What follows belongs to an exercise in optimizing a design on an open flow for small area; a production flow would make more cautious choices. The RTL was checked by simulation tests, not by an equivalence proof against the original design. Power and IR drop assume default switching activity.

// adsb_encoder
module adsb_encoder (
    input  wire         clk,
    input  wire         rst,
    input  wire         in_valid,
    output wire         in_ready,
    input  wire [1:0]   op,
    input  wire [23:0]  icao,
    input  wire [2:0]   ca,
    input  wire [4:0]   tc,
    input  wire [1:0]   ss,
    input  wire         nicsb,
    input  wire         tbit,
    input  wire         surface,
    input  wire [31:0]  alt,       
    input  wire [31:0]  lat,       
    input  wire [31:0]  lon,       
    input  wire [63:0]  name,      
    input  wire [87:0]  msg,       
    output wire         out_valid,
    input  wire         out_ready,
    output wire [111:0] frame_e,   
    output wire [111:0] frame_o,
    output wire [7:0]   diag,
    output wire [23:0]  crc,
    output wire         err
);
    localparam [1:0] S_IDLE = 2'd0, S_RUN = 2'd1, S_DONE = 2'd2;
    localparam [2:0] P_SAR = 3'd0, P_ALT = 3'd1, P_XZ = 3'd2, P_YZ = 3'd3,
                     P_CRCO = 3'd4, P_XFER = 3'd5, P_CRCE = 3'd6;
    localparam [7:0]  CRC_LAST = 8'd124;         
    localparam [23:0] G1   = 24'hFFFA04;         
    localparam [23:0] CINJ = 24'h2BCE14;         
    reg [1:0]   state;
    reg [2:0]   phase;
    reg [7:0]   step;
    reg [1:0]   op_r;
    wire [5:0]  C    = CO[13:8];   
    wire [4:0]  A    = CO[18:14];  
    wire        sgn  = CO[19];     
    wire        surf = CO[20];     
    wire        st   = CO[21];     
    wire        nbw  = CO[22];     
    wire [2:0]  m6   = CO[16:14];  
    reg [106:24] E;
    reg [57:24]  O;
    reg [23:0]   CE, CO;
    assign in_ready = (state == S_IDLE);
    wire accept = in_valid & in_ready;
    wire run = (state == S_RUN);
    wire pS = run & (phase == P_SAR);
    wire pA = run & (phase == P_ALT);
    wire pX = run & (phase == P_XZ);
  ...
export LEC_CHECK = 0
export CAP_MARGIN = 0
export CORE_MARGIN = 2
export CORE_UTILIZATION = 30
export PLACE_DENSITY = 0.5
export SLEW_MARGIN = 0
create_clock -name core_clock -period 34.0 [get_ports {clk}]
standard.sh (not shown) runs the stock make flow with config.mk's settings and CLKGATE_MAP_FILE= SYNTH_SCRIPT=/design/flow/synth_recipe.tcl, a recipe that flattens the netlist after the stock synthesis.
==> flow/flow/run.sh <==
#!/bin/bash
# The standard layout (standard.sh) with four changes to how it is made:
#  - Yosys maps the logic with flow/abc_map.script, an area-oriented ABC
#    script, in place of ORFS's delay-oriented abc_speed.script (a copy of
#    ORFS's scripts folder with only that file replaced); the synthesis is
#    otherwise ORFS's, as synth_recipe.tcl runs it;
#  - ADDER_MAP_FILE is empty, so Yosys leaves adders to ABC instead of
#    extracting full and half adder cells first;
#  - buffer_ports buffers every input and output port with
#    sky130_fd_sc_hd__buf_1, the smallest buffer;
#  - clock tree synthesis clusters up to 14 registers per leaf buffer
#    (sky130_fd_sc_hd__clkbuf_8) and adds no dummy loads.
# Each tool's output stays in ORFS's own logs; standard.sh's output goes to
# standard.log.
set -e
rm -rf scripts_area
cp -r "$FLOW_HOME/scripts" scripts_area
cp flow/abc_map.script scripts_area/abc_speed.script
export SCRIPTS_DIR="$PWD/scripts_area"
export ADDER_MAP_FILE=
export BUFFER_PORTS_ARGS="-buffer_cell sky130_fd_sc_hd__buf_1"
export CTS_ARGS="-sink_clustering_enable -repair_clock_nets -sink_clustering_size 14 -sink_clustering_max_diameter 60 -buf_list sky130_fd_sc_hd__clkbuf_8 -dont_use_dummy_load"
bash standard.sh > standard.log 2>&1
==> flow/flow/abc_map.script <==
&get -n
&st
&dch
&nf -R 1000
&st
&dch
&nf -R 1000
&st
&dch
&nf -R 1000
&put
dnsize -c
The starting point completed with no timing, DRC or antenna violations.
Edit:
--- a/flow/config.mk
+++ b/flow/config.mk
@@ -6,7 +6,7 @@
 export NUM_CORES = 4
 export LEC_CHECK = 0
-export CAP_MARGIN = 0
+export CAP_MARGIN = 20
 export CORE_MARGIN = 2
-export CORE_UTILIZATION = 30
-export PLACE_DENSITY = 0.5
-export SLEW_MARGIN = 0
+export CORE_UTILIZATION = 35
+export PLACE_DENSITY = 0.55
+export SLEW_MARGIN = 20
Global-route usage grows by 3.5 points.
Combinational power went up slightly.
Routed wire length came out lower by a few percent.
Cell area is lower slightly.
Final cell count falls by a few percent.
Total power is higher slightly.
Clock power is about the same.
Setup slack gains 670 ps.
First-iteration DRC count grows by a few percent.
Hold slack is better by 8.3 ps.
Edit:
--- a/flow/flow/run.sh
+++ b/flow/flow/run.sh
@@ -1,4 +1,4 @@
 #!/bin/bash
-# The standard layout (standard.sh) with four changes to how it is made:
+# The standard layout (standard.sh) with five changes to how it is made:
 #  - Yosys maps the logic with flow/abc_map.script, an area-oriented ABC
 #    script, in place of ORFS's delay-oriented abc_speed.script (a copy of
@@ -7,4 +7,6 @@
 #  - ADDER_MAP_FILE is empty, so Yosys leaves adders to ABC instead of
 #    extracting full and half adder cells first;
+#  - SYNTH_OPERATIONS_ARGS names an empty techmap file (flow/no_extra_map.v)
+#    in place of ORFS's default Kogge-Stone carry-lookahead map;
 #  - buffer_ports buffers every input and output port with
 #    sky130_fd_sc_hd__buf_1, the smallest buffer;
@@ -19,4 +21,5 @@
 export SCRIPTS_DIR="$PWD/scripts_area"
 export ADDER_MAP_FILE=
+export SYNTH_OPERATIONS_ARGS="-extra-map $PWD/flow/no_extra_map.v"
 export BUFFER_PORTS_ARGS="-buffer_cell sky130_fd_sc_hd__buf_1"
 export CTS_ARGS="-sink_clustering_enable -repair_clock_nets -sink_clustering_size 14 -sink_clustering_max_diameter 60 -buf_list sky130_fd_sc_hd__clkbuf_8 -dont_use_dummy_load"
==> flow/flow/no_extra_map.v (new file) <==
// Empty techmap library: passed as Yosys synth's -extra-map in place of
// ORFS's default Kogge-Stone carry-lookahead map, so adders keep Yosys's
// plain ripple carry for ABC to map.
--- a/flow/config.mk
+++ b/flow/config.mk
@@ -8,5 +8,5 @@
 export CAP_MARGIN = 20
 export CORE_MARGIN = 2
-export CORE_UTILIZATION = 35
-export PLACE_DENSITY = 0.55
+export CORE_UTILIZATION = 30
+export PLACE_DENSITY = 0.5
 export SLEW_MARGIN = 20
Effect: Sequential cell count stays the same; global-route usage falls by 3.5 points; routed wire length rises by 4.7%; register-to-register slack gains 140 ps; setup slack loses 220 ps; cell area rises by 1.0%; non-clock buffer count stays the same; critical path depth stays the same.

* * *

adsb_encoder, a different RTL version from the one above (not shown whole).
Size: roughly 1500 cells after synthesis, about 190 flip-flops.
clock: 34.0 ns
lec_check: 0
cap_margin: 10
core_margin: 2
core_utilization: 30
gpl_timing_driven: 0
place_density: 0.5
slew_margin: 10
==> flow/flow/run.sh <==
#!/bin/bash
# The standard layout (standard.sh) with three changes to how it is made:
#  - Yosys maps the logic with flow/abc_map.script, an area-oriented ABC
#    script, in place of ORFS's delay-oriented abc_speed.script (a copy of
#    ORFS's scripts folder with only that file replaced); the synthesis is
#    otherwise ORFS's, as synth_recipe.tcl runs it;
#  - buffer_ports buffers every input and output port with
#    sky130_fd_sc_hd__buf_1, the smallest buffer;
#  - clock tree synthesis clusters up to 17 registers per leaf buffer
#    (sky130_fd_sc_hd__clkbuf_8) and adds no dummy loads.
# Each tool's output stays in ORFS's own logs; standard.sh's output goes to
# standard.log.
set -e
rm -rf scripts_area
cp -r "$FLOW_HOME/scripts" scripts_area
cp flow/abc_map.script scripts_area/abc_speed.script
export SCRIPTS_DIR="$PWD/scripts_area"
export BUFFER_PORTS_ARGS="-buffer_cell sky130_fd_sc_hd__buf_1"
export CTS_ARGS="-sink_clustering_enable -repair_clock_nets -sink_clustering_size 17 -sink_clustering_max_diameter 70 -buf_list sky130_fd_sc_hd__clkbuf_8 -dont_use_dummy_load"
bash standard.sh > standard.log 2>&1
Scripts as last shown in full above: flow/flow/abc_map.script
The baseline finished with timing, DRC and antenna clean.
Change:
--- a/flow/flow/run.sh
+++ b/flow/flow/run.sh
@@ -8,4 +8,4 @@
 #    sky130_fd_sc_hd__buf_1, the smallest buffer;
-#  - clock tree synthesis clusters up to 17 registers per leaf buffer
-#    (sky130_fd_sc_hd__clkbuf_8) and adds no dummy loads.
+#  - clock tree synthesis clusters up to 8 registers per leaf buffer
+#    (sky130_fd_sc_hd__clkbuf_4 or _8) and adds no dummy loads.
 # Each tool's output stays in ORFS's own logs; standard.sh's output goes to
@@ -18,3 +18,3 @@
 export BUFFER_PORTS_ARGS="-buffer_cell sky130_fd_sc_hd__buf_1"
-export CTS_ARGS="-sink_clustering_enable -repair_clock_nets -sink_clustering_size 17 -sink_clustering_max_diameter 70 -buf_list sky130_fd_sc_hd__clkbuf_8 -dont_use_dummy_load"
+export CTS_ARGS="-sink_clustering_enable -repair_clock_nets -sink_clustering_size 8 -sink_clustering_max_diameter 40 -buf_list {sky130_fd_sc_hd__clkbuf_4 sky130_fd_sc_hd__clkbuf_8} -dont_use_dummy_load"
 bash standard.sh > standard.log 2>&1
--- a/flow/config.mk
+++ b/flow/config.mk
@@ -7,7 +7,6 @@
 export LEC_CHECK = 0
-export CAP_MARGIN = 10
+export CAP_MARGIN = 20
 export CORE_MARGIN = 2
 export CORE_UTILIZATION = 30
-export GPL_TIMING_DRIVEN = 0
 export PLACE_DENSITY = 0.5
-export SLEW_MARGIN = 10
+export SLEW_MARGIN = 20
Result: Via count falls by 1.6%. Die area does not change. Synthesized area stays the same.
Change:
--- a/flow/flow/run.sh
+++ b/flow/flow/run.sh
@@ -8,4 +8,4 @@
 #    sky130_fd_sc_hd__buf_1, the smallest buffer;
-#  - clock tree synthesis clusters up to 8 registers per leaf buffer
-#    (sky130_fd_sc_hd__clkbuf_4 or _8) and adds no dummy loads.
+#  - clock tree synthesis clusters up to 14 registers per leaf buffer
+#    (sky130_fd_sc_hd__clkbuf_8) and adds no dummy loads.
 # Each tool's output stays in ORFS's own logs; standard.sh's output goes to
@@ -18,3 +18,3 @@
 export BUFFER_PORTS_ARGS="-buffer_cell sky130_fd_sc_hd__buf_1"
-export CTS_ARGS="-sink_clustering_enable -repair_clock_nets -sink_clustering_size 8 -sink_clustering_max_diameter 40 -buf_list {sky130_fd_sc_hd__clkbuf_4 sky130_fd_sc_hd__clkbuf_8} -dont_use_dummy_load"
+export CTS_ARGS="-sink_clustering_enable -repair_clock_nets -sink_clustering_size 14 -sink_clustering_max_diameter 60 -buf_list sky130_fd_sc_hd__clkbuf_8 -dont_use_dummy_load"
 bash standard.sh > standard.log 2>&1
What happened: The changed run produced a clean layout. Worst hold slack stays the same. Critical path depth is unchanged. Sequential power stays flat.
Change:
--- a/flow/flow/run.sh
+++ b/flow/flow/run.sh
@@ -8,3 +8,3 @@
 #    sky130_fd_sc_hd__buf_1, the smallest buffer;
-#  - clock tree synthesis clusters up to 14 registers per leaf buffer
+#  - clock tree synthesis clusters up to 17 registers per leaf buffer
 #    (sky130_fd_sc_hd__clkbuf_8) and adds no dummy loads.
@@ -18,3 +18,3 @@
 export BUFFER_PORTS_ARGS="-buffer_cell sky130_fd_sc_hd__buf_1"
-export CTS_ARGS="-sink_clustering_enable -repair_clock_nets -sink_clustering_size 14 -sink_clustering_max_diameter 60 -buf_list sky130_fd_sc_hd__clkbuf_8 -dont_use_dummy_load"
+export CTS_ARGS="-sink_clustering_enable -repair_clock_nets -sink_clustering_size 17 -sink_clustering_max_diameter 70 -buf_list sky130_fd_sc_hd__clkbuf_8 -dont_use_dummy_load"
 bash standard.sh > standard.log 2>&1
Effect:
- global-route usage is unchanged
- worst setup slack stays the same
- total power is unchanged
- sequential power hardly moves

## separate check: timing with driven ports
In the flow no input, the clock included, has a driving cell. The finished layouts below were timed again as built, in two steps.
Step 1, drivers: a clkbuf_16 drives clk and a buf_2 each remaining input, both assumed.
Step 2 moves the port delays by t, midway between the first and last clock arrival at a register: inputs arrive t later, outputs are due t later. That takes back most of the time a late clock gives input paths.
a / b / c = ideal ports / drivers / drivers and shift; a / b = the first two.
run | shift t [ns] | slack for setup (ns) | worst slew at a driven data input, ns | cell pins on the clock port's net
the first run of note 1 | 0.549 | 23.652 / 23.671 / 23.121 | 0.15 | 1
the second run of note 1 | 0.541 | 24.323 / 24.343 / 23.802 | 0.17 | 1
the third run of note 1 | 0.589 | 24.105 / 24.131 / 23.542 | 0.13 | 1
the first run of note 2 | 0.607 | 24.206 / 24.225 / 23.619 | 0.22 | 1
the second run of note 2 | 0.567 | 24.491 / 24.518 / 23.952 | 0.19 | 1
the third run of note 2 | 0.567 | 24.491 / 24.518 / 23.952 | 0.19 | 1
the fourth run of note 2 | 0.567 | 24.491 / 24.518 / 23.952 | 0.19 | 1
After both steps every run listed still meets setup and hold. For the first run of note 2, which loses most, drivers alone change the setup slack by +0.019 ns; drivers and shift together by -0.587 ns.
